Context: an optimization exercise on an open-source flow, tuned for small area, a short achievable clock period and few clock cycles per item. The choices shown serve that exercise and are no tape-out recipe. Power is estimated from default activity; no workload was simulated.

==> flow/design.v <==
module sdr_cbuild (
    input  wire        clk,
    input  wire        rst,          
    input  wire        start,        
    input  wire        qam,          
    input  wire [15:0] arg,          
    output reg         busy,
    output reg         done,         
    output reg  [7:0]  err,          
    output reg  [31:0] cinfo,        
    output reg         clut_we,
    output reg  [7:0]  clut_waddr,
    output wire [31:0] clut_wdata
);
    reg         st_chk, st_setup, st_half, st_write;
    reg         flip_r;      
    reg         wrap_r;      
    reg         cend_r;      
    reg         lastc_r;     
    reg         bw_r;        
    reg         mode;        
    reg  [8:0]  m;           
    reg         big;         
    reg  [7:0]  R1;          
    reg  [8:0]  R2;          
    reg  [1:0]  p1, p2;      
    reg  [33:0] q;           
    reg  [36:0] acc;         
    reg  [15:0] vB;          
    reg  [7:0]  rc;          
    reg         ph;          
    reg  [4:0]  cc;          
    reg  [3:0]  b;           
    reg  [4:0]  kk;          
    assign clut_wdata = {acc[35:20], vB};
    wire accept = start & ~busy;
    wire even   = ~m[0];     
    reg  [4:0] k_lut;
    reg        sq_lut;
    reg  [7:0] a0_lut;       
    always @(*) begin
        sq_lut = 1'b1;
        case (m)
        9'd4:   begin k_lut = 5'd2;  a0_lut = 8'd3;   end
        9'd9:   begin k_lut = 5'd3;  a0_lut = 8'd4;   end
        9'd16:  begin k_lut = 5'd4;  a0_lut = 8'd10;  end
        9'd25:  begin k_lut = 5'd5;  a0_lut = 8'd12;  end
        9'd36:  begin k_lut = 5'd6;  a0_lut = 8'd21;  end
        9'd49:  begin k_lut = 5'd7;  a0_lut = 8'd24;  end
        9'd64:  begin k_lut = 5'd8;  a0_lut = 8'd36;  end
        9'd81:  begin k_lut = 5'd9;  a0_lut = 8'd40;  end
        9'd100: begin k_lut = 5'd10; a0_lut = 8'd55;  end
        9'd121: begin k_lut = 5'd11; a0_lut = 8'd60;  end
        9'd144: begin k_lut = 5'd12; a0_lut = 8'd78;  end
        9'd169: begin k_lut = 5'd13; a0_lut = 8'd84;  end
        9'd196: begin k_lut = 5'd14; a0_lut = 8'd105; end
        9'd225: begin k_lut = 5'd15; a0_lut = 8'd112; end
        9'd256: begin k_lut = 5'd16; a0_lut = 8'd136; end
        default: begin k_lut = 5'd0; a0_lut = 8'd0; sq_lut = 1'b0; end
        endcase
    end
    wire [8:0] n_lev = mode ? {4'd0, kk} : m;         
    wire [7:0] c0    = n_lev[8:1];                    
    wire [7:0] h1m1  = c0 - {7'd0, even};             
    wire [7:0] h2m1  = c0 - 8'd1;                     
    wire [3:0] kc0m1 = kk[4:1] - 4'd1;                
    wire e_zero = ~big & (m == 9'd0);
    wire e_one  = ~big & (m == 9'd1);
    wire e_big  = big | (m[8] & (|m[7:0]));
    wire e_sq   = mode & ~sq_lut;
    wire fail   = e_zero | e_one | e_big | e_sq;
    wire [7:0] err_code = e_zero ? 8'h11 : e_one ? 8'h21 : e_big ? 8'h31 :
                          e_sq ? 8'h41 : 8'h00;
    wire        pow2 = (m & (m - 9'd1)) == 9'd0;
    reg  [3:0]  log2m;
    integer     j;
    always @(*) begin
        log2m = 4'd0;
        for (j = 0; j < 9; j = j + 1)
            if (m[j]) log2m = j[3:0];
    end
    wire [9:0] d1a  = {1'b0, R1, 1'b1} - {1'b0, m};        
    wire       g1a  = ~d1a[9];
    wire [7:0] r1a  = g1a ? d1a[7:0] : {R1[6:0], 1'b0};
    wire [9:0] d1b  = {1'b0, r1a, 1'b1} - {1'b0, m};
    wire       g1b  = ~d1b[9];
    wire [7:0] r1b  = g1b ? d1b[7:0] : {r1a[6:0], 1'b0};
    wire [9:0]  x2n  = ~(mode ? 10'd1 : {1'b0, m});
    wire [9:0]  t2a  = {R2, p1[1]};
    wire [10:0] s2a  = {1'b0, t2a} + {1'b0, x2n};
    wire        g2a  = s2a[10];
    wire [8:0]  r2a  = g2a ? s2a[8:0] : t2a[8:0];
    wire [9:0]  t2b  = {r2a, p1[0]};
    wire [10:0] s2b  = {1'b0, t2b} + {1'b0, x2n};
    wire        g2b  = s2b[10];
    wire [8:0]  r2b  = g2b ? s2b[8:0] : t2b[8:0];
    wire        sgn     = acc[36];
    wire        inv     = st_setup & ~sgn;
    wire        cst     = st_half | flip_r;
    wire [36:0] add_a   = st_setup ? {acc[34:0], p2} : (acc ^ {37{flip_r}});
    wire [34:0] qb      = ({1'b0, q} ^ {35{inv}}) & {35{~cst}};
    wire [36:0] add_b   = {qb, ~cst, st_setup ? sgn : ~cst | (st_half & even)}
                        | (st_half ? 37'h80000 : 37'd0)
                        | (flip_r  ? 37'h100000 : 37'd0);
    wire        add_c   = st_setup ? ~sgn : st_half ? even : 1'b1;
    wire [36:0] sum     = add_a + add_b + {36'd0, add_c};
    wire        rbit    = ~sum[36];                     
    wire        setup_last = st_setup & (rc == 8'd0);
    wire        turn    = flip_r | wrap_r;
    wire [7:0]  rc_n    = turn ? (flip_r ? h2m1 : h1m1) : rc - 8'd1;
    wire        rcz_n   = turn ? (flip_r ? (h2m1 == 8'd0) : (h1m1 == 8'd0)) : (rc == 8'd1);
    wire        ph_n    = ph ^ turn;
    wire [3:0]  b_nx    = bw_r ? 4'd0 : b + 4'd1;
    wire        cend_n  = ~cend_r & (cc == 5'd1);
    wire        lastc_n = cend_r ? (b_nx == kc0m1) : lastc_r;
    wire        last    = mode ? (cend_r & lastc_r) : wrap_r;
    wire        last_nx = mode ? (cend_n & lastc_n) : (rcz_n & ph_n);
    wire [3:0]  b_new   = cend_r ? b_nx : b;
    wire [7:0]  addr_inc = (~mode | (cend_r & bw_r)) ? 8'd0 : {3'd0, kk};
    wire [7:0]  addr_nx  = flip_r ? {4'd0, b_new & {4{mode}}} :
                           clut_waddr + addr_inc + {7'd0, ~mode | cend_r};
    always @(posedge clk) begin
        if (rst) begin
            st_chk   <= 1'b0;
            st_setup <= 1'b0;
            st_half  <= 1'b0;
            st_write <= 1'b0;
            busy     <= 1'b0;
            done     <= 1'b0;
            err      <= 8'd0;
            cinfo    <= 32'd0;
            clut_we  <= 1'b0;
        end else begin
            st_chk   <= accept;
            st_setup <= (st_chk & ~fail) | (st_setup & ~setup_last);
            st_half  <= setup_last;
            st_write <= st_half | (st_write & ~last);
            clut_we  <= st_half | (st_write & ~last);
            done     <= (st_chk & fail) | (st_write & ~last & last_nx);
            if (accept)
                busy <= 1'b1;
            else if ((st_chk & fail) | (st_write & last_nx))
                busy <= 1'b0;
            if (st_chk) begin
                err <= err_code;
                if (!fail)
                    cinfo <= {1'b1, 13'd0, pow2, mode, pow2 ? log2m : 4'd0, 3'd0, m};
            end
        end
    end
    always @(posedge clk) begin
        if (accept) begin
            mode <= qam;
            m    <= arg[8:0];
            big  <= |arg[15:9];
        end
        if (st_chk) begin
            if (m <= 9'd4) begin
                R1 <= (m == 9'd3) ? 8'd1 : 8'd0;
                p1 <= (m == 9'd2) ? 2'd3 : 2'd1;
            end else begin
                p1 <= 2'd0;
                R1 <= (m <= 9'd13) ? 8'd3 : (m <= 9'd49) ? 8'd12 :
                      (m <= 9'd193) ? 8'd48 : 8'd192;
            end
            rc  <= (m <= 9'd13) ? 8'd34 : (m <= 9'd49) ? 8'd33 :
                   (m <= 9'd193) ? 8'd32 : 8'd31;
            R2  <= 9'd0;
            p2  <= 2'd0;
            kk  <= k_lut;
        end else begin
            R1  <= r1b;
            p1  <= {g1a, g1b};
            R2  <= r2b;
            p2  <= {g2a, g2b};
        end
        if (st_chk)
            acc <= 37'd0;
        else if (setup_last)
            acc <= {2'b0, q[32:0] & {33{even}}, rbit & even, 1'b0};
        else
            acc <= sum;
        if (st_chk)
            q <= 34'd0;
        else if (st_setup)
            q <= {q[32:0], rbit};
        if (st_setup)
            rc <= rc - 8'd1;
        flip_r <= 1'b0;
        wrap_r <= 1'b0;
        cend_r <= 1'b0;
        if (st_half) begin
            rc         <= h1m1;
            ph         <= 1'b0;
            flip_r     <= (h1m1 == 8'd0);
            cc         <= kk;
            lastc_r    <= 1'b0;
            b          <= c0[3:0];
            bw_r       <= ({1'b0, c0[3:0]} == kk - 5'd1);
            clut_waddr <= mode ? a0_lut : c0;
            vB         <= mode ? sum[35:20] : 16'd0;
        end
        if (st_write) begin
            rc      <= rc_n;
            ph      <= ph_n;
            flip_r  <= rcz_n & ~ph_n;
            wrap_r  <= rcz_n & ph_n;
            cend_r  <= mode & cend_n;
            cc      <= cend_r ? kk : cc - 5'd1;
            lastc_r <= lastc_n;
            clut_waddr <= addr_nx;
            if (cend_r) begin
                b    <= b_nx;
                bw_r <= ({1'b0, b_nx} == kk - 5'd1);
                vB   <= sum[35:20];
            end
        end
    end
endmodule
export LEC_CHECK = 0
export CAP_MARGIN = 20
export CORE_MARGIN = 2
export CORE_UTILIZATION = 40
export SLEW_MARGIN = 20
create_clock -name core_clock -period 13.0 [get_ports {clk}]
standard.sh (not shown) runs the stock make flow with config.mk's settings and CLKGATE_MAP_FILE= SYNTH_SCRIPT=/design/flow/synth_recipe.tcl, a recipe that flattens the netlist after the stock synthesis.
==> flow/flow/run.sh <==
#!/bin/bash
set -euo pipefail
export SETUP_SLACK_MARGIN=${SETUP_MARGIN:-9.0}
bash standard.sh synth > synth.log 2>&1
bash standard.sh > layout.log 2>&1
Rerun with:
--- a/flow/design.v
+++ b/flow/design.v
@@ -33,9 +33,11 @@
     reg  [3:0]  b;           
     reg  [4:0]  kk;          
     assign clut_wdata = {acc[35:20], vB};
     wire accept = start & ~busy;
-    wire even   = ~m[0];     
+    wire [8:0] mb   = cinfo[8:0];
+    wire       qb_m = cinfo[16];
+    wire       even = ~mb[0];    
     reg  [4:0] k_lut;
     reg        sq_lut;
     reg  [7:0] a0_lut;       
     always @(*) begin
@@ -58,9 +60,9 @@
         9'd256: begin k_lut = 5'd16; a0_lut = 8'd136; end
         default: begin k_lut = 5'd0; a0_lut = 8'd0; sq_lut = 1'b0; end
         endcase
     end
-    wire [8:0] n_lev = mode ? {4'd0, kk} : m;         
+    wire [8:0] n_lev = qb_m ? {4'd0, kk} : mb;         
     wire [7:0] c0    = n_lev[8:1];                    
     wire [7:0] h1m1  = c0 - {7'd0, even};             
     wire [7:0] h2m1  = c0 - 8'd1;                     
     wire [3:0] kc0m1 = kk[4:1] - 4'd1;                
@@ -78,15 +80,15 @@
         log2m = 4'd0;
         for (j = 0; j < 9; j = j + 1)
             if (m[j]) log2m = j[3:0];
     end
-    wire [9:0] d1a  = {1'b0, R1, 1'b1} - {1'b0, m};        
+    wire [9:0] d1a  = {1'b0, R1, 1'b1} - {1'b0, mb};        
     wire       g1a  = ~d1a[9];
     wire [7:0] r1a  = g1a ? d1a[7:0] : {R1[6:0], 1'b0};
-    wire [9:0] d1b  = {1'b0, r1a, 1'b1} - {1'b0, m};
+    wire [9:0] d1b  = {1'b0, r1a, 1'b1} - {1'b0, mb};
     wire       g1b  = ~d1b[9];
     wire [7:0] r1b  = g1b ? d1b[7:0] : {r1a[6:0], 1'b0};
-    wire [9:0]  x2n  = ~(mode ? 10'd1 : {1'b0, m});
+    wire [9:0]  x2n  = ~(qb_m ? 10'd1 : {1'b0, mb});
     wire [9:0]  t2a  = {R2, p1[1]};
     wire [10:0] s2a  = {1'b0, t2a} + {1'b0, x2n};
     wire        g2a  = s2a[10];
     wire [8:0]  r2a  = g2a ? s2a[8:0] : t2a[8:0];
@@ -112,14 +114,14 @@
     wire        ph_n    = ph ^ turn;
     wire [3:0]  b_nx    = bw_r ? 4'd0 : b + 4'd1;
     wire        cend_n  = ~cend_r & (cc == 5'd1);
     wire        lastc_n = cend_r ? (b_nx == kc0m1) : lastc_r;
-    wire        last    = mode ? (cend_r & lastc_r) : wrap_r;
-    wire        last_nx = mode ? (cend_n & lastc_n) : (rcz_n & ph_n);
+    wire        last    = qb_m ? (cend_r & lastc_r) : wrap_r;
+    wire        last_nx = qb_m ? (cend_n & lastc_n) : (rcz_n & ph_n);
     wire [3:0]  b_new   = cend_r ? b_nx : b;
-    wire [7:0]  addr_inc = (~mode | (cend_r & bw_r)) ? 8'd0 : {3'd0, kk};
-    wire [7:0]  addr_nx  = flip_r ? {4'd0, b_new & {4{mode}}} :
-                           clut_waddr + addr_inc + {7'd0, ~mode | cend_r};
+    wire [7:0]  addr_inc = (~qb_m | (cend_r & bw_r)) ? 8'd0 : {3'd0, kk};
+    wire [7:0]  addr_nx  = flip_r ? {4'd0, b_new & {4{qb_m}}} :
+                           clut_waddr + addr_inc + {7'd0, ~qb_m | cend_r};
     always @(posedge clk) begin
         if (rst) begin
             st_chk   <= 1'b0;
             st_setup <= 1'b0;
@@ -196,17 +198,17 @@
             cc         <= kk;
             lastc_r    <= 1'b0;
             b          <= c0[3:0];
             bw_r       <= ({1'b0, c0[3:0]} == kk - 5'd1);
-            clut_waddr <= mode ? a0_lut : c0;
-            vB         <= mode ? sum[35:20] : 16'd0;
+            clut_waddr <= qb_m ? a0_lut : c0;
+            vB         <= qb_m ? sum[35:20] : 16'd0;
         end
         if (st_write) begin
             rc      <= rc_n;
             ph      <= ph_n;
             flip_r  <= rcz_n & ~ph_n;
             wrap_r  <= rcz_n & ph_n;
-            cend_r  <= mode & cend_n;
+            cend_r  <= qb_m & cend_n;
             cc      <= cend_r ? kk : cc - 5'd1;
             lastc_r <= lastc_n;
             clut_waddr <= addr_nx;
             if (cend_r) begin
The new run ran to the end with no violations. Routed wire length climbs slightly. Design area went down by a few percent. Utilization decreases by 1.1 points. Sequential cell count does not change. Die area is lower slightly. Via count shrinks slightly. Worst setup slack gains 180 ps. Hold slack is better by 7.5 ps. Sequential share of layout area came out higher by 0.82 points. Register-to-register slack gets better by 180 ps. Power goes up by roughly a tenth. Synthesized area falls slightly.
No run of this note included a check of the RTL's function; only the layout flow was run.

-- port drivers added, routing unchanged --
Ports are ideal in the flow. The routed layouts listed here were re-timed in OpenROAD.
Step 1 sets driving cells, clkbuf_16 on the clock port and buf_2 on the other inputs (assumed; they add their load-dependent delay and slew).
Step 2 also shifts input and output timing later by t, the mid clock arrival at the registers, as if the neighbouring blocks saw the same clock.
a / b / c = ideal / step 1 / step 2; a / b = the first two.
| run | t, ns | slack for setup (ns) | worst hold slack (ns) | clock arrival spread, ns |
|---|---|---|---|---|
| the first run | 0.502 | 8.638 / 8.638 / 8.638 | 0.452 / 0.452 / 0.452 | 0.017 / 0.016 |
| the second run | 0.510 | 8.814 / 8.814 / 8.779 | 0.460 / 0.460 / 0.460 | 0.018 / 0.017 |
After both steps setup and hold are still met in every run listed. For the second run, which loses most, drivers alone change the setup slack by 0.000 ns; drivers and shift together by -0.035 ns.
